Source: an optimization exercise on an open RTL-to-GDS flow (aim: small area, a short achievable clock period and few clock cycles). Production flows keep margins and buffers that such runs may drop. In this exercise RTL edits were held to simulation tests only and were not proved equivalent to the original. No activity file was given, so power comes from the tool's default toggle rates.

==> flow/run.sh <==
#!/bin/bash
# synth_recipe.tcl (not shown) runs the flow's synth.tcl, then flattens the netlist and writes it again
# the make line also repeats each setting of config.mk as NAME=value (left out here)
make -C /OpenROAD-flow-scripts/flow DESIGN_CONFIG=/design/flow/config.mk WORK_HOME=/design/flow/orfs CLKGATE_MAP_FILE= SYNTH_SCRIPT=/design/flow/synth_recipe.tcl finish
==> flow/config.mk <==
export PLATFORM = sky130hd
export DESIGN_NAME = cco7_core
export DESIGN_NICKNAME = cco7_core
export VERILOG_FILES = /design/flow/design.v
export SDC_FILE = /design/flow/constraint.sdc
export NUM_CORES = 4
export LEC_CHECK = 0
export CAP_MARGIN = 20
export CORE_MARGIN = 2
export CORE_UTILIZATION = 40
export PLACE_DENSITY = 0.6
export SLEW_MARGIN = 20
==> flow/constraint.sdc <==
create_clock -name core_clock -period 10.0 [get_ports {clk}]
set_input_delay 2.0000 -clock core_clock [delete_from_list [all_inputs] [get_ports {clk}]]
set_output_delay 2.0000 -clock core_clock [all_outputs]
set_load 0.01 [all_outputs]
==> flow/design.v <==
module cco7_dec16 (
    input  wire        clk,
    input  wire        clr,
    input  wire        i_valid,
    input  wire        i_eos,
    input  wire [31:0] i_data,
    output wire        i_ready,
    output reg         o_valid,
    output reg         o_eos,
    output reg  [31:0] o_data,
    input  wire        o_ready,
    output reg         err,
    output reg         drained,
    output reg  [7:0]  err_code,
    output reg  [15:0] err_index,
    output reg  [31:0] err_value
);
    reg        pend_v;
    reg [9:0]  pend;
    reg [15:0] idx;
    wire [15:0] u        = i_data[15:0];
    wire        is_lead  = (u >= 16'hD800) && (u <= 16'hDBFF);
    wire        is_trail = (u >= 16'hDC00) && (u <= 16'hDFFF);
    wire        slot     = !o_valid || o_ready;
    assign i_ready = err ? !drained : slot;
    wire take = i_valid && i_ready;
    always @(posedge clk) begin
        if (clr) begin
            o_valid <= 1'b0;
            pend_v  <= 1'b0;
            idx     <= 16'd0;
            err     <= 1'b0;
            drained <= 1'b0;
        end else begin
            if (o_valid && o_ready)
                o_valid <= 1'b0;
            if (take && err) begin
                if (i_eos)
                    drained <= 1'b1;
            end else if (take) begin
                idx <= idx + 16'd1;
                if (i_eos) begin
                    if (pend_v) begin
                        err       <= 1'b1;
                        err_code  <= 8'h04;
                        err_index <= idx;
                        err_value <= {16'd0, 6'b110110, pend};
                    end else begin
                        o_valid <= 1'b1;
                        o_eos   <= 1'b1;
                        o_data  <= 32'd0;
                    end
                end else if (is_lead) begin
                    if (pend_v) begin
                        err       <= 1'b1;
                        err_code  <= 8'h01;
                        err_index <= idx;
                        err_value <= {16'd0, u};
                    end else begin
                        pend_v <= 1'b1;
                        pend   <= u[9:0];
                    end
                end else if (is_trail) begin
                    if (!pend_v) begin
                        err       <= 1'b1;
                        err_code  <= 8'h02;
                        err_index <= idx;
                        err_value <= {16'd0, u};
                    end else begin
                        pend_v  <= 1'b0;
                        o_valid <= 1'b1;
                        o_eos   <= 1'b0;
                        o_data  <= {12'd0, pend, u[9:0]} + 32'h00010000;
                    end
                end else begin
                    if (pend_v) begin
                        err       <= 1'b1;
                        err_code  <= 8'h03;
                        err_index <= idx;
                        err_value <= {16'd0, u};
                    end else begin
                        o_valid <= 1'b1;
                        o_eos   <= 1'b0;
                        o_data  <= {16'd0, u};
                    end
                end
            end
        end
    end
endmodule
module cco7_enc16 (
    input  wire        clk,
    input  wire        clr,
    input  wire        i_valid,
    input  wire        i_eos,
    input  wire [31:0] i_data,
    output wire        i_ready,
    output reg         o_valid,
    output reg         o_eos,
    output reg  [31:0] o_data,
    input  wire        o_ready,
    output reg         err,
    output reg         drained,
    output reg  [7:0]  err_code,
    output reg  [15:0] err_index,
    output reg  [31:0] err_value
);
    reg        trail_v;
    reg [15:0] trail;
    reg [15:0] idx;
    wire [31:0] cp       = i_data;
    wire        bad_rng  = cp[31] || (cp >= 32'h0010FFFF);
    wire        is_surr  = (cp >= 32'h0000D800) && (cp <= 32'h0000DFFF);
    wire [31:0] rest     = cp - 32'h00010000;
    wire        slot     = !o_valid || o_ready;
    assign i_ready = err ? !drained : (slot && !trail_v);
    wire take = i_valid && i_ready;
    always @(posedge clk) begin
        if (clr) begin
            o_valid <= 1'b0;
            trail_v <= 1'b0;
            idx     <= 16'd0;
            err     <= 1'b0;
            drained <= 1'b0;
        end else begin
            if (o_valid && o_ready)
                o_valid <= 1'b0;
            if (trail_v && slot) begin
                trail_v <= 1'b0;
                o_valid <= 1'b1;
                o_eos   <= 1'b0;
                o_data  <= {16'd0, trail};
            end
            if (take && err) begin
                if (i_eos)
                    drained <= 1'b1;
            end else if (take) begin
                idx <= idx + 16'd1;
                if (i_eos) begin
                    o_valid <= 1'b1;
                    o_eos   <= 1'b1;
                    o_data  <= 32'd0;
                end else if (bad_rng) begin
                    err       <= 1'b1;
                    err_code  <= 8'h05;
                    err_index <= idx;
                    err_value <= cp;
                end else if (is_surr) begin
                    err       <= 1'b1;
                    err_code  <= 8'h06;
                    err_index <= idx;
                    err_value <= cp;
                end else if (cp >= 32'h00010000) begin
                    o_valid <= 1'b1;
                    o_eos   <= 1'b0;
                    o_data  <= {16'd0, 6'b110110, rest[19:10]};
                    trail_v <= 1'b1;
                    trail   <= {6'b110111, rest[9:0]};
                end else begin
                    o_valid <= 1'b1;
                    o_eos   <= 1'b0;
                    o_data  <= cp;
                end
            end
        end
    end
endmodule
module cco7_dec8 #(
    parameter [20:0] FOUR_BYTE_MIN = 21'h80
) (
    input  wire        clk,
    input  wire        clr,
    input  wire        i_valid,
    input  wire        i_eos,
    input  wire [31:0] i_data,
    output wire        i_ready,
    output reg         o_valid,
    output reg         o_eos,
    output reg  [31:0] o_data,
    input  wire        o_ready,
    output reg         err,
    output reg         drained,
    output reg  [7:0]  err_code,
    output reg  [15:0] err_index,
    output reg  [31:0] err_value
);
    reg        acc_v;
    reg [20:0] acc;
    reg [1:0]  rem;
    reg [2:0]  tot;
    reg [15:0] idx;
    wire [7:0]  b       = i_data[7:0];
    wire [20:0] acc_nxt = {acc[14:0], b[5:0]};
    wire [1:0]  rem_nxt = rem - 2'd1;
    wire        short_ok = (acc_nxt > 21'h7F)
                        && ((tot != 3'd3) || (acc_nxt > 21'h7FF))
                        && ((tot != 3'd4) || (acc_nxt >= FOUR_BYTE_MIN));
    wire        slot    = !o_valid || o_ready;
    assign i_ready = err ? !drained : slot;
    wire take = i_valid && i_ready;
    always @(posedge clk) begin
        if (clr) begin
            o_valid <= 1'b0;
            acc_v   <= 1'b0;
            rem     <= 2'd0;
            tot     <= 3'd0;
            idx     <= 16'd0;
            err     <= 1'b0;
            drained <= 1'b0;
        end else begin
            if (o_valid && o_ready)
                o_valid <= 1'b0;
            if (take && err) begin
                if (i_eos)
                    drained <= 1'b1;
            end else if (take) begin
                idx <= idx + 16'd1;
                if (i_eos) begin
                    if (rem != 2'd0) begin
                        err       <= 1'b1;
                        drained   <= 1'b1;    
                        err_code  <= 8'h0C;
                        err_index <= idx;
                        err_value <= {30'd0, rem};
                    end else begin
                        o_valid <= 1'b1;
                        o_eos   <= 1'b1;
                        o_data  <= 32'd0;
                    end
                end else if (!b[7]) begin
                    if (acc_v) begin
                        err       <= 1'b1;
                        err_code  <= 8'h08;
                        err_index <= idx;
                        err_value <= {24'd0, b};
                    end else begin
                        o_valid <= 1'b1;
                        o_eos   <= 1'b0;
                        o_data  <= {24'd0, b};
                    end
                end else if (b[7:6] == 2'b10) begin
                    if (!acc_v) begin
                        err       <= 1'b1;
                        err_code  <= 8'h09;
                        err_index <= idx;
                        err_value <= {24'd0, b};
                    end else begin
                        acc <= acc_nxt;
                        rem <= rem_nxt;
                        if (rem_nxt == 2'd0) begin
                            if (!short_ok) begin
                                err       <= 1'b1;
                                err_code  <= 8'h0D;
                                err_index <= idx;
                                err_value <= {11'd0, acc_nxt};
                            end else begin
                                o_valid <= 1'b1;
                                o_eos   <= 1'b0;
                                o_data  <= {11'd0, acc_nxt};
                                acc_v   <= 1'b0;
                                tot     <= 3'd0;
                            end
                        end
                    end
                end else if (b[7:3] == 5'b11111) begin
                    err       <= 1'b1;
                    err_code  <= 8'h0B;
                    err_index <= idx;
                    err_value <= {24'd0, b};
                end else if (acc_v) begin
                    err       <= 1'b1;
                    err_code  <= 8'h0A;
                    err_index <= idx;
                    err_value <= {24'd0, b};
                end else begin
                    acc_v <= 1'b1;
                    if (b[7:3] == 5'b11110) begin
                        acc <= {18'd0, b[2:0]};
                        rem <= 2'd3;
                        tot <= 3'd4;
                    end else if (b[7:4] == 4'b1110) begin
                        acc <= {17'd0, b[3:0]};
                        rem <= 2'd2;
                        tot <= 3'd3;
                    end else begin
                        acc <= {16'd0, b[4:0]};
                        rem <= 2'd1;
                        tot <= 3'd2;
                    end
                end
            end
        end
    end
endmodule
module cco7_enc8 (
    input  wire        clk,
    input  wire        clr,
    input  wire        i_valid,
    input  wire        i_eos,
    input  wire [31:0] i_data,
    output wire        i_ready,
    output reg         o_valid,
    output reg         o_eos,
    output reg  [31:0] o_data,
    input  wire        o_ready,
    output reg         err,
    output reg         drained,
    output reg  [7:0]  err_code,
    output reg  [15:0] err_index,
    output reg  [31:0] err_value
);
    reg [1:0]  more;       
    reg [23:0] pending;    
    reg [15:0] idx;
    wire [31:0] cp      = i_data;
    wire        bad_rng = cp[31] || (cp >= 32'h0010FFFF);
    wire        slot    = !o_valid || o_ready;
    assign i_ready = err ? !drained : (slot && (more == 2'd0));
    wire take = i_valid && i_ready;
    always @(posedge clk) begin
        if (clr) begin
            o_valid <= 1'b0;
            more    <= 2'd0;
            idx     <= 16'd0;
            err     <= 1'b0;
            drained <= 1'b0;
        end else begin
            if (o_valid && o_ready)
                o_valid <= 1'b0;
            if ((more != 2'd0) && slot) begin
                more    <= more - 2'd1;
                pending <= {pending[15:0], 8'd0};
                o_valid <= 1'b1;
                o_eos   <= 1'b0;
                o_data  <= {24'd0, pending[23:16]};
            end
            if (take && err) begin
                if (i_eos)
                    drained <= 1'b1;
            end else if (take) begin
                idx <= idx + 16'd1;
                if (i_eos) begin
                    o_valid <= 1'b1;
                    o_eos   <= 1'b1;
                    o_data  <= 32'd0;
                end else if (bad_rng) begin
                    err       <= 1'b1;
                    err_code  <= 8'h05;
                    err_index <= idx;
                    err_value <= cp;
                end else if (cp < 32'h80) begin
                    o_valid <= 1'b1;
                    o_eos   <= 1'b0;
                    o_data  <= cp;
                end else if (cp < 32'h800) begin
                    o_valid <= 1'b1;
                    o_eos   <= 1'b0;
                    o_data  <= {24'd0, 3'b110, cp[10:6]};
                    more    <= 2'd1;
                    pending <= {2'b10, cp[5:0], 16'd0};
                end else if (cp < 32'h10000) begin
                    o_valid <= 1'b1;
                    o_eos   <= 1'b0;
                    o_data  <= {24'd0, 4'b1110, cp[15:12]};
                    more    <= 2'd2;
                    pending <= {2'b10, cp[11:6], 2'b10, cp[5:0], 8'd0};
                end else begin
                    o_valid <= 1'b1;
                    o_eos   <= 1'b0;
                    o_data  <= {24'd0, 5'b11110, cp[20:18]};
                    more    <= 2'd3;
                    pending <= {2'b10, cp[17:12], 2'b10, cp[11:6], 2'b10, cp[5:0]};
                end
            end
        end
    end
endmodule
module cco7_t7parse (
    input  wire        clk,
    input  wire        clr,
    input  wire        i_valid,
    input  wire        i_eos,
    input  wire [31:0] i_data,
    output wire        i_ready,
    output reg         o_valid,
    output reg         o_eos,
    output reg  [31:0] o_data,
    input  wire        o_ready,
    output reg         salt_load,
    output reg  [5:0]  salt_pos,
    output reg         err,
    output reg  [7:0]  err_code,
    output reg  [15:0] err_index,
    output reg  [31:0] err_value
);
    reg [15:0] idx;
    reg [3:0]  tens;
    reg [3:0]  hi;
    wire [15:0] u        = i_data[15:0];
    wire        is_dig   = (u >= 16'h0030) && (u <= 16'h0039);
    wire        is_uc    = (u >= 16'h0041) && (u <= 16'h0046);
    wire [3:0]  dig_val  = u[3:0];
    wire [3:0]  hex_val  = is_dig ? u[3:0] : (u[3:0] + 4'd9);
    wire [6:0]  salt     = tens * 7'd10 + {3'd0, dig_val};
    wire        slot     = !o_valid || o_ready;
    assign i_ready = !err && slot;
    wire take = i_valid && i_ready;
    always @(posedge clk) begin
        salt_load <= 1'b0;
        if (clr) begin
            o_valid <= 1'b0;
            idx     <= 16'd0;
            err     <= 1'b0;
        end else begin
            if (o_valid && o_ready)
                o_valid <= 1'b0;
            if (take) begin
                idx <= idx + 16'd1;
                if (i_eos) begin
                    o_valid <= 1'b1;
                    o_eos   <= 1'b1;
                    o_data  <= 32'd0;
                end else if (idx < 16'd2) begin
                    if (!is_dig) begin
                        err       <= 1'b1;
                        err_code  <= 8'h12;
                        err_index <= idx;
                        err_value <= {16'd0, u};
                    end else if (idx == 16'd0) begin
                        tens <= dig_val;
                    end else begin
                        salt_load <= 1'b1;
                        salt_pos  <= (salt >= 7'd54) ? (salt - 7'd54) : salt[5:0];
                    end
                end else begin
                    if (!(is_dig || is_uc)) begin
                        err       <= 1'b1;
                        err_code  <= 8'h13;
                        err_index <= idx;
                        err_value <= {16'd0, u};
                    end else if (!idx[0]) begin
                        hi <= hex_val;
                    end else begin
                        o_valid <= 1'b1;
                        o_eos   <= 1'b0;
                        o_data  <= {24'd0, hi, hex_val};
                    end
                end
            end
        end
    end
endmodule
module cco7_ksx (
    input  wire        clk,
    input  wire        clr,
    input  wire        load,
    input  wire [5:0]  load_pos,
    input  wire        i_valid,
    input  wire        i_eos,
    input  wire [31:0] i_data,
    output wire        i_ready,
    output reg         o_valid,
    output reg         o_eos,
    output reg  [31:0] o_data,
    input  wire        o_ready
);
    reg [5:0] pos;
    reg [7:0] key_byte;
    always @(*) begin
        case (pos)
            6'd0: key_byte = 8'h64;
            6'd1: key_byte = 8'h73;
            6'd2: key_byte = 8'h66;
            6'd3: key_byte = 8'h64;
            6'd4: key_byte = 8'h3B;
            6'd5: key_byte = 8'h6B;
            6'd6: key_byte = 8'h66;
            6'd7: key_byte = 8'h6F;
            6'd8: key_byte = 8'h41;
            6'd9: key_byte = 8'h2C;
            6'd10: key_byte = 8'h2E;
            6'd11: key_byte = 8'h69;
            6'd12: key_byte = 8'h79;
            6'd13: key_byte = 8'h65;
            6'd14: key_byte = 8'h77;
            6'd15: key_byte = 8'h72;
            6'd16: key_byte = 8'h6B;
            6'd17: key_byte = 8'h6C;
            6'd18: key_byte = 8'h64;
            6'd19: key_byte = 8'h4A;
            6'd20: key_byte = 8'h4B;
            6'd21: key_byte = 8'h44;
            6'd22: key_byte = 8'h48;
            6'd23: key_byte = 8'h53;
            6'd24: key_byte = 8'h55;
            6'd25: key_byte = 8'h42;
            6'd26: key_byte = 8'h73;
            6'd27: key_byte = 8'h67;
            6'd28: key_byte = 8'h76;
            6'd29: key_byte = 8'h63;
            6'd30: key_byte = 8'h61;
            6'd31: key_byte = 8'h36;
            6'd32: key_byte = 8'h39;
            6'd33: key_byte = 8'h38;
            6'd34: key_byte = 8'h33;
            6'd35: key_byte = 8'h34;
            6'd36: key_byte = 8'h6E;
            6'd37: key_byte = 8'h63;
            6'd38: key_byte = 8'h78;
            6'd39: key_byte = 8'h76;
            6'd40: key_byte = 8'h39;
            6'd41: key_byte = 8'h38;
            6'd42: key_byte = 8'h37;
            6'd43: key_byte = 8'h33;
            6'd44: key_byte = 8'h32;
            6'd45: key_byte = 8'h35;
            6'd46: key_byte = 8'h34;
            6'd47: key_byte = 8'h6B;
            6'd48: key_byte = 8'h3B;
            6'd49: key_byte = 8'h66;
            6'd50: key_byte = 8'h67;
            6'd51: key_byte = 8'h38;
            6'd52: key_byte = 8'h37;
            6'd53: key_byte = 8'h2E;
            default: key_byte = 8'h00;
        endcase
    end
    assign i_ready = !o_valid || o_ready;
    wire take = i_valid && i_ready;
    always @(posedge clk) begin
        if (clr) begin
            o_valid <= 1'b0;
        end else begin
            if (o_valid && o_ready)
                o_valid <= 1'b0;
            if (take) begin
                o_valid <= 1'b1;
                o_eos   <= i_eos;
                o_data  <= i_eos ? 32'd0 : {24'd0, i_data[7:0] ^ key_byte};
            end
        end
        if (load)
            pos <= load_pos;
        else if (take && !i_eos)
            pos <= (pos == 6'd53) ? 6'd0 : pos + 6'd1;
    end
endmodule
module cco7_t7fmt (
    input  wire        clk,
    input  wire        clr,
    input  wire [6:0]  salt,       
    input  wire        i_valid,
    input  wire        i_eos,
    input  wire [31:0] i_data,
    output wire        i_ready,
    output reg         o_valid,
    output reg         o_eos,
    output reg  [31:0] o_data,
    input  wire        o_ready
);
    reg [1:0] head;        
    reg [3:0] tens;
    reg [3:0] ones;
    reg       lo_v;
    reg [3:0] lo;
    function [15:0] hexchar;
        input [3:0] v;
        hexchar = (v <= 4'd9) ? (16'h0030 + {12'd0, v}) : (16'h0037 + {12'd0, v});
    endfunction
    wire slot = !o_valid || o_ready;
    assign i_ready = slot && (head == 2'd0) && !lo_v;
    wire take = i_valid && i_ready;
    always @(posedge clk) begin
        if (clr) begin
            o_valid <= 1'b0;
            head    <= 2'd2;
            tens    <= salt / 7'd10;
            ones    <= salt % 7'd10;
            lo_v    <= 1'b0;
        end else begin
            if (o_valid && o_ready)
                o_valid <= 1'b0;
            if (slot && (head == 2'd2)) begin
                head    <= 2'd1;
                o_valid <= 1'b1;
                o_eos   <= 1'b0;
                o_data  <= {16'd0, 12'h003, tens};
            end else if (slot && (head == 2'd1)) begin
                head    <= 2'd0;
                o_valid <= 1'b1;
                o_eos   <= 1'b0;
                o_data  <= {16'd0, 12'h003, ones};
            end else if (slot && lo_v) begin
                lo_v    <= 1'b0;
                o_valid <= 1'b1;
                o_eos   <= 1'b0;
                o_data  <= {16'd0, hexchar(lo)};
            end else if (take) begin
                o_valid <= 1'b1;
                if (i_eos) begin
                    o_eos  <= 1'b1;
                    o_data <= 32'd0;
                end else begin
                    o_eos  <= 1'b0;
                    o_data <= {16'd0, hexchar(i_data[7:4])};
                    lo_v   <= 1'b1;
                    lo     <= i_data[3:0];
                end
            end
        end
    end
endmodule
module cco7_core #(
    parameter [15:0] MAX_IN_LEN = 16'd1024
) (
    input  wire        clk,
    input  wire        rst,
    input  wire        req_valid,
    output wire        req_ready,
    input  wire [15:0] req_cmd,
    input  wire [15:0] req_len,
    input  wire        in_valid,
    output wire        in_ready,
    input  wire [31:0] in_data,
    output wire        out_valid,
    input  wire        out_ready,
    output wire [31:0] out_data,
    output reg         rsp_valid,
    output reg         rsp_err,
    output reg  [7:0]  rsp_code,
    output reg  [3:0]  rsp_stage,
    output reg  [15:0] rsp_index,
    output reg  [31:0] rsp_value
);
    localparam [3:0] OP_DEC16 = 4'd1, OP_ENC16 = 4'd2, OP_DEC8 = 4'd3,
                     OP_ENC8  = 4'd4, OP_T7DEC = 4'd5, OP_T7ENC = 4'd6,
                     OP_KSX   = 4'd7;
    localparam [3:0] ST_NONE = 4'd0, ST_ARG = 4'd1, ST_VALIDATE = 4'd2,
                     ST_DEC16 = 4'd4, ST_ENC8 = 4'd5, ST_DEC8 = 4'd8,
                     ST_ENC16 = 4'd9;
    reg        busy;
    reg [3:0]  op;
    reg [15:0] n;
    reg [15:0] cnt;
    reg        eos_sent;
    wire [3:0] c_op  = req_cmd[3:0];
    wire [6:0] c_ofs = req_cmd[10:4];
    wire bad_rsv     = (req_cmd[15:11] != 5'd0);
    wire bad_op      = (c_op == 4'd0) || (c_op > OP_KSX);
    wire bad_ofs     = (c_op != OP_T7ENC) && (c_op != OP_KSX) && (c_ofs != 7'd0);
    wire illegal     = bad_rsv || bad_op || bad_ofs;
    wire too_long    = (req_len > MAX_IN_LEN);
    wire arg_bad     = (c_op == OP_T7ENC) && (c_ofs > 7'd99);
    wire t7_parity   = (c_op == OP_T7DEC) && req_len[0];
    wire t7_short    = (c_op == OP_T7DEC) && (req_len == 16'd0);
    wire [5:0] ofs_pos = (c_ofs >= 7'd108) ? (c_ofs - 7'd108) :
                         (c_ofs >= 7'd54)  ? (c_ofs - 7'd54)  : c_ofs[5:0];
    assign req_ready = !busy;
    wire req_fire = req_valid && req_ready;
    wire clr      = rst || req_fire;
    wire        d16_iv, d16_ir, d16_ov, d16_oe, d16_or, d16_err, d16_drn;
    wire [31:0] d16_od;
    wire [7:0]  d16_ec; wire [15:0] d16_ei; wire [31:0] d16_evl;
    wire        e16_iv, e16_ie, e16_ir, e16_ov, e16_oe, e16_or, e16_err, e16_drn;
    wire [31:0] e16_id, e16_od;
    wire [7:0]  e16_ec; wire [15:0] e16_ei; wire [31:0] e16_evl;
    wire        d8_iv, d8_ie, d8_ir, d8_ov, d8_oe, d8_or, d8_err, d8_drn;
    wire [31:0] d8_id, d8_od;
    wire [7:0]  d8_ec; wire [15:0] d8_ei; wire [31:0] d8_evl;
    wire        e8_iv, e8_ie, e8_ir, e8_ov, e8_oe, e8_or, e8_err, e8_drn;
    wire [31:0] e8_id, e8_od;
    wire [7:0]  e8_ec; wire [15:0] e8_ei; wire [31:0] e8_evl;
    wire        tp_iv, tp_ir, tp_ov, tp_oe, tp_or, tp_err, tp_load;
    wire [31:0] tp_od;
    wire [5:0]  tp_pos;
    wire [7:0]  tp_ec; wire [15:0] tp_ei; wire [31:0] tp_evl;
    wire        kx_iv, kx_ie, kx_ir, kx_ov, kx_oe, kx_or;
    wire [31:0] kx_id, kx_od;
    wire        fm_iv, fm_ir, fm_ov, fm_oe, fm_or;
    wire [31:0] fm_od;
    wire        src_more  = (cnt != n);
    wire        src_valid = busy && (src_more ? in_valid : !eos_sent);
    wire        src_eos   = !src_more;
    reg         src_ready;
    always @(*) begin
        case (op)
            OP_DEC16, OP_T7ENC: src_ready = d16_ir;
            OP_ENC16:           src_ready = e16_ir;
            OP_DEC8:            src_ready = d8_ir;
            OP_ENC8:            src_ready = e8_ir;
            OP_T7DEC:           src_ready = tp_ir;
            OP_KSX:             src_ready = kx_ir;
            default:            src_ready = 1'b0;
        endcase
    end
    assign in_ready = busy && src_more && src_ready;
    wire   src_take = src_valid && src_ready;
    reg         fin_valid, fin_eos;
    reg  [31:0] fin_data;
    wire        fin_ready = busy && (fin_eos || out_ready);
    always @(*) begin
        case (op)
            OP_DEC16:          begin fin_valid = d16_ov; fin_eos = d16_oe; fin_data = d16_od; end
            OP_ENC16, OP_T7DEC:begin fin_valid = e16_ov; fin_eos = e16_oe; fin_data = e16_od; end
            OP_DEC8:           begin fin_valid = d8_ov;  fin_eos = d8_oe;  fin_data = d8_od;  end
            OP_ENC8:           begin fin_valid = e8_ov;  fin_eos = e8_oe;  fin_data = e8_od;  end
            OP_T7ENC:          begin fin_valid = fm_ov;  fin_eos = fm_oe;  fin_data = fm_od;  end
            OP_KSX:            begin fin_valid = kx_ov;  fin_eos = kx_oe;  fin_data = kx_od;  end
            default:           begin fin_valid = 1'b0;   fin_eos = 1'b0;   fin_data = 32'd0;  end
        endcase
    end
    assign out_valid = busy && fin_valid && !fin_eos;
    assign out_data  = fin_data;
    wire   done_ok   = busy && fin_valid && fin_eos;
    assign d16_iv = src_valid && ((op == OP_DEC16) || (op == OP_T7ENC));
    assign e16_iv = (op == OP_ENC16) ? src_valid : (op == OP_T7DEC) ? d8_ov : 1'b0;
    assign e16_ie = (op == OP_ENC16) ? src_eos   : d8_oe;
    assign e16_id = (op == OP_ENC16) ? in_data   : d8_od;
    assign d8_iv  = (op == OP_DEC8) ? src_valid : (op == OP_T7DEC) ? kx_ov : 1'b0;
    assign d8_ie  = (op == OP_DEC8) ? src_eos   : kx_oe;
    assign d8_id  = (op == OP_DEC8) ? in_data   : kx_od;
    assign e8_iv  = (op == OP_ENC8) ? src_valid : (op == OP_T7ENC) ? d16_ov : 1'b0;
    assign e8_ie  = (op == OP_ENC8) ? src_eos   : d16_oe;
    assign e8_id  = (op == OP_ENC8) ? in_data   : d16_od;
    assign tp_iv  = src_valid && (op == OP_T7DEC);
    assign kx_iv  = (op == OP_KSX) ? src_valid : (op == OP_T7DEC) ? tp_ov :
                    (op == OP_T7ENC) ? e8_ov : 1'b0;
    assign kx_ie  = (op == OP_KSX) ? src_eos : (op == OP_T7DEC) ? tp_oe : e8_oe;
    assign kx_id  = (op == OP_KSX) ? in_data : (op == OP_T7DEC) ? tp_od : e8_od;
    assign fm_iv  = (op == OP_T7ENC) && kx_ov;
    assign d16_or = (op == OP_T7ENC) ? e8_ir  : fin_ready;
    assign e8_or  = (op == OP_T7ENC) ? kx_ir  : fin_ready;
    assign tp_or  = kx_ir;
    assign kx_or  = (op == OP_T7DEC) ? d8_ir  : (op == OP_T7ENC) ? fm_ir : fin_ready;
    assign d8_or  = (op == OP_T7DEC) ? e16_ir : fin_ready;
    assign e16_or = fin_ready;
    assign fm_or  = fin_ready;
    cco7_dec16 u_dec16 (
        .clk(clk), .clr(clr),
        .i_valid(d16_iv), .i_eos(src_eos), .i_data(in_data), .i_ready(d16_ir),
        .o_valid(d16_ov), .o_eos(d16_oe), .o_data(d16_od), .o_ready(d16_or),
        .err(d16_err), .drained(d16_drn),
        .err_code(d16_ec), .err_index(d16_ei), .err_value(d16_evl)
    );
    cco7_enc16 u_enc16 (
        .clk(clk), .clr(clr),
        .i_valid(e16_iv), .i_eos(e16_ie), .i_data(e16_id), .i_ready(e16_ir),
        .o_valid(e16_ov), .o_eos(e16_oe), .o_data(e16_od), .o_ready(e16_or),
        .err(e16_err), .drained(e16_drn),
        .err_code(e16_ec), .err_index(e16_ei), .err_value(e16_evl)
    );
    cco7_dec8 u_dec8 (
        .clk(clk), .clr(clr),
        .i_valid(d8_iv), .i_eos(d8_ie), .i_data(d8_id), .i_ready(d8_ir),
        .o_valid(d8_ov), .o_eos(d8_oe), .o_data(d8_od), .o_ready(d8_or),
        .err(d8_err), .drained(d8_drn),
        .err_code(d8_ec), .err_index(d8_ei), .err_value(d8_evl)
    );
    cco7_enc8 u_enc8 (
        .clk(clk), .clr(clr),
        .i_valid(e8_iv), .i_eos(e8_ie), .i_data(e8_id), .i_ready(e8_ir),
        .o_valid(e8_ov), .o_eos(e8_oe), .o_data(e8_od), .o_ready(e8_or),
        .err(e8_err), .drained(e8_drn),
        .err_code(e8_ec), .err_index(e8_ei), .err_value(e8_evl)
    );
    cco7_t7parse u_t7parse (
        .clk(clk), .clr(clr),
        .i_valid(tp_iv), .i_eos(src_eos), .i_data(in_data), .i_ready(tp_ir),
        .o_valid(tp_ov), .o_eos(tp_oe), .o_data(tp_od), .o_ready(tp_or),
        .salt_load(tp_load), .salt_pos(tp_pos),
        .err(tp_err),
        .err_code(tp_ec), .err_index(tp_ei), .err_value(tp_evl)
    );
    cco7_ksx u_ksx (
        .clk(clk), .clr(clr),
        .load(req_fire || tp_load), .load_pos(req_fire ? ofs_pos : tp_pos),
        .i_valid(kx_iv), .i_eos(kx_ie), .i_data(kx_id), .i_ready(kx_ir),
        .o_valid(kx_ov), .o_eos(kx_oe), .o_data(kx_od), .o_ready(kx_or)
    );
    cco7_t7fmt u_t7fmt (
        .clk(clk), .clr(clr), .salt(c_ofs),
        .i_valid(fm_iv), .i_eos(kx_oe), .i_data(kx_od), .i_ready(fm_ir),
        .o_valid(fm_ov), .o_eos(fm_oe), .o_data(fm_od), .o_ready(fm_or)
    );
    wire f_d16 = d16_err;
    wire f_tp  = tp_err;
    wire f_e8  = e8_err  && ((op == OP_ENC8)  || e8_drn);
    wire f_d8  = d8_err  && ((op == OP_DEC8)  || d8_drn);
    wire f_e16 = e16_err && ((op == OP_ENC16) || e16_drn);
    always @(posedge clk) begin
        rsp_valid <= 1'b0;
        if (rst) begin
            busy <= 1'b0;
        end else if (req_fire) begin
            op       <= c_op;
            n        <= req_len;
            cnt      <= 16'd0;
            eos_sent <= 1'b0;
            if (illegal) begin
                rsp_valid <= 1'b1; rsp_err <= 1'b1; rsp_code <= 8'h1F;
                rsp_stage <= ST_NONE; rsp_index <= 16'd0; rsp_value <= {16'd0, req_cmd};
            end else if (too_long) begin
                rsp_valid <= 1'b1; rsp_err <= 1'b1; rsp_code <= 8'h1E;
                rsp_stage <= ST_NONE; rsp_index <= req_len; rsp_value <= {16'd0, MAX_IN_LEN};
            end else if (arg_bad) begin
                rsp_valid <= 1'b1; rsp_err <= 1'b1; rsp_code <= 8'h15;
                rsp_stage <= ST_ARG; rsp_index <= 16'd0; rsp_value <= {25'd0, c_ofs};
            end else if (t7_parity) begin
                rsp_valid <= 1'b1; rsp_err <= 1'b1; rsp_code <= 8'h10;
                rsp_stage <= ST_VALIDATE; rsp_index <= req_len; rsp_value <= {16'd0, req_len};
            end else if (t7_short) begin
                rsp_valid <= 1'b1; rsp_err <= 1'b1; rsp_code <= 8'h11;
                rsp_stage <= ST_VALIDATE; rsp_index <= 16'd0; rsp_value <= 32'd0;
            end else begin
                busy <= 1'b1;
            end
        end else if (busy) begin
            if (src_take) begin
                if (src_more)
                    cnt <= cnt + 16'd1;
                else
                    eos_sent <= 1'b1;
            end
            if (f_d16) begin
                busy <= 1'b0;
                rsp_valid <= 1'b1; rsp_err <= 1'b1; rsp_code <= d16_ec;
                rsp_stage <= ST_DEC16; rsp_index <= d16_ei; rsp_value <= d16_evl;
            end else if (f_tp) begin
                busy <= 1'b0;
                rsp_valid <= 1'b1; rsp_err <= 1'b1; rsp_code <= tp_ec;
                rsp_stage <= ST_VALIDATE; rsp_index <= tp_ei; rsp_value <= tp_evl;
            end else if (f_e8) begin
                busy <= 1'b0;
                rsp_valid <= 1'b1; rsp_err <= 1'b1; rsp_code <= e8_ec;
                rsp_stage <= ST_ENC8; rsp_index <= e8_ei; rsp_value <= e8_evl;
            end else if (f_d8) begin
                busy <= 1'b0;
                rsp_valid <= 1'b1; rsp_err <= 1'b1; rsp_code <= d8_ec;
                rsp_stage <= ST_DEC8; rsp_index <= d8_ei; rsp_value <= d8_evl;
            end else if (f_e16) begin
                busy <= 1'b0;
                rsp_valid <= 1'b1; rsp_err <= 1'b1; rsp_code <= e16_ec;
                rsp_stage <= ST_ENC16; rsp_index <= e16_ei; rsp_value <= e16_evl;
            end else if (done_ok) begin
                busy <= 1'b0;
                rsp_valid <= 1'b1; rsp_err <= 1'b0;
            end
        end
    end
endmodule
==> results_dict.tcl <==
set metrics [dict create \
    status "complete, no violations" \
    ant_nets 0 \
    ys_seq_area_share_pct 56.2 \
    finalWeightedCongestion 0.948 \
    place_ws_ps 2850 \
    r2r-start "op[2]" \
    drt_wl_total_um 106000 \
    numClockSinks 663 \
    yosysMostFrequentCell "edfxtp_1" \
    cts_tree "built" \
    synthCells 3077 \
    fin_crit_sh_pct 72.3 \
    hold_class "reg2reg" \
    routed_via_density 5.89 \
    yosysTopAreaCellShare_pct 49.0 \
    io_buffers 162 \
    rsz0062_at_grt "no" \
    totalPowerFinal_mw 6.48 \
    drt_iter0_drc 3069 \
    async_flop_share_pct 0 \
    critPathLaunch "out_ready" \
    vias 25400 \
    dr_wl_met2_um 47500 \
    drive_above_1_share_pct 9.00 \
    post_layout_nonfiller_instances 4316 \
    start_kind "primary input" \
    finalClockSkew_ps 31.4 \
    fmax_mhz 138 \
    wl_met1_um 44600 \
    p_leak_nw 13.9 \
    worstMarginPinSlew_ps 1110 \
    nets 3303 \
    design.core.area_um2 82200 \
    drtPass1Iterations 8 \
    setup_violations 0 \
    relSlewSlack_pct 25.0 \
    synth_ff_type "edfxtp_1" \
    dp_hpwl_um 75900 \
    placed_cells 4178 \
    cp_data_required_time_ps 8000 \
    cts-htree-levels 3 \
    cts.clk_slew.worst_paths_ps 60 \
    synth_common_cells "edfxtp_1 (544), nor2_1 (320), nand2_1 (294)" \
    drv_slew 0 \
    ys.warnings.count 8 \
    worstReg2RegEnd "u_ksx.key_byte[4]" \
    ir_worst_vdd_uv 110 \
    grt_pass1_vias 24200 \
    met3_length_um 10200 \
    io_pins 166 \
    drc_errors 0 \
    crit_path_end_kind "output pin" \
    grt_first_pass_wirelength_um 157000 \
    synth_area_um2 33300 \
    cts_buffers 74 \
    synth_area_per_cell_um2 10.8 \
    synth_edf_count 544 \
    grt_start_max_net_pins 72 \
    die_h_um 293 \
    antenna_found_initial 2 \
    wl_per_cell_um 24.6 \
    r2r_cells 15 \
    powerDensity_nw_per_um2 168 \
    cp-endpoint "in_ready" \
    track_usage_pct 24.3 \
    reg2reg_slack_ps 4590 \
    crit_path_max_fanout 9 \
    ctsResizeCount 0 \
    fin_crit_ps 7230 \
    clk_path_buf_depth 3 \
    post-cts-setup-buffers 0 \
    grt-ovfl-total 0 \
    synth_area_leaders "edfxtp_1 (49%), dfxtp_1 (7.2%), mux2i_1 (3.7%)" \
    finalSetupTns_ps 0 \
    cts_hold_buf 0 \
    synth_largest_area_cell "edfxtp_1" \
    setup_ws_ps 2770 \
    ys_types 104 \
    insertion_delay_ps 630 \
    die_w_um 293 \
    cts_root_buf "clkbuf_16" \
    areaGrowthSynthToFinish_pct 15.7 \
    cp.arrival_ps 5230 \
    drv_cap 0 \
    initial_core_util_pct 40.5 \
    criticalPathCategory "in2out" \
    finalHoldViolations 0 \
    rows 105 \
    synth_seq_cells 663 \
    dieArea_um2 85600 \
    dr.max_layer_used "met5" \
    nFillCells 7424 \
]
[cells by family after synthesis]
group,Yosys count,synth area share (%)
simple gates,1097,16.0
compound gates,667,13.2
flops,663,56.2
buf+inv,291,3.65
mux,177,5.54
xor+xnor,129,3.39
fa+ha+maj,52,1.98
other cells,1,0.0113
[metrics by stage]
step | hold slack [ps] | area, um^2 | utilization, %
2_1_floorplan | 408 | 33300 | -
3_3_place_gp | 419 | 36000 | 43.7
3_5_place_dp | 425 | 36000 | 43.8
4_1_cts | 438 | 38500 | 46.9
5_1_grt | 458 | 38500 | 46.9
6_report | 442 | 38600 | 46.9
[worst min path at each step]
| stage | startpoint | endpoint | slack (ps) | cells past startpoint |
|---|---|---|---|---|
| after global placement | u_enc8.idx[2] | u_enc8.err_index[2] | 420 | 0 |
| final | u_enc8.idx[2] | u_enc8.err_index[2] | 440 | 0 |
| after floorplan | u_enc8.idx[2] | u_enc8.err_index[2] | 410 | 0 |
| after CTS | u_enc8.idx[2] | u_enc8.err_index[2] | 440 | 0 |
| after detailed placement | u_enc8.idx[2] | u_enc8.err_index[2] | 420 | 0 |
| after global routing | u_enc8.idx[2] | u_enc8.err_index[2] | 460 | 0 |
[flip-flops by register name, indices dropped and copies added, names as in the netlist, 21 cells and up]
register	flops
u_dec16.err_value	32
rsp_value	32
u_enc8.err_value	32
u_dec8.o_data	21
u_enc16.err_value	32
u_dec8.err_value	21
u_enc8.pending	24
u_dec16.o_data	21
u_enc8.o_data	32
u_enc16.o_data	32
[area by class of cell]
cell class	count	area (um^2)	share of cell area (%)
multi-input combinational	2125	13500	35.1
inverter	105	399	1.04
antenna	1	2.50	0.00649
sequential	663	18700	48.6
timing repair buffer	215	2020	5.25
clock buffer	102	2080	5.40
clock inverter	35	450	1.17
tap	1070	1340	3.47
[cells in the final DEF, fill, tap and decap left out, drive strengths merged, types with 58 or more instances in the layout]
cell / count
a211oi: 67
mux2i: 122
a21oi: 195
xor2: 80
clkdlybuf4s50: 162
nand3: 71
nor2: 323
and3: 58
nor3: 64
clkbuf: 102
dfxtp: 119
and2: 95
inv: 105
edfxtp: 544
o21ai: 148
nand2: 294
[per-layer routing]
| metal | up-vias | global-route usage (%) |
|---|---|---|
| met5 | - | 0 |
| met4 | 2 | 9.28 |
| met3 | 217 | 4.76 |
| met2 | 1261 | 37.1 |
| met1 | 12400 | 34.1 |
| li1 | 11500 | - |
[critical path, stage by stage]
cell and delay, ps:
clkdlybuf4s50_1 520, o41ai_2 900, a211oi_2 190, o21bai_2 360
a21oi_1 110, o21ai_0 220, a41o_1 310, nor2_1 90
clkdlybuf4s50_1 520
[power by group]
part           internal (mW)  leakage, nW  switching, mW
combinational          0.198         6.53          0.333
sequential              3.05         6.16         0.0584
clock                   1.70         1.24           1.14
Testbench counts, summed over its fixed seeds: cycles 135,860.

## re-timing with driven ports
Ports are ideal in the flow. The routed layout listed here was re-timed in OpenROAD. Step 1, drivers: a clkbuf_16 drives clk and a buf_2 each remaining input, both assumed. Step 2 times the ports against the registers' clock, not the clock port: input delays grow and output delays shrink by t, the midpoint of the rising clock arrivals with the driver on. a / b / c = no drivers / after step 1 / after step 2; a / b = the first two.
shift t [ns]: 0.682
setup WS [ns]: 2.769 / 2.743 / 2.743
worst data-port slew with drivers (ns): 0.11
After both steps this run still meets setup and hold. For this run, drivers alone change the setup slack by -0.026 ns; drivers and shift together by -0.026 ns.
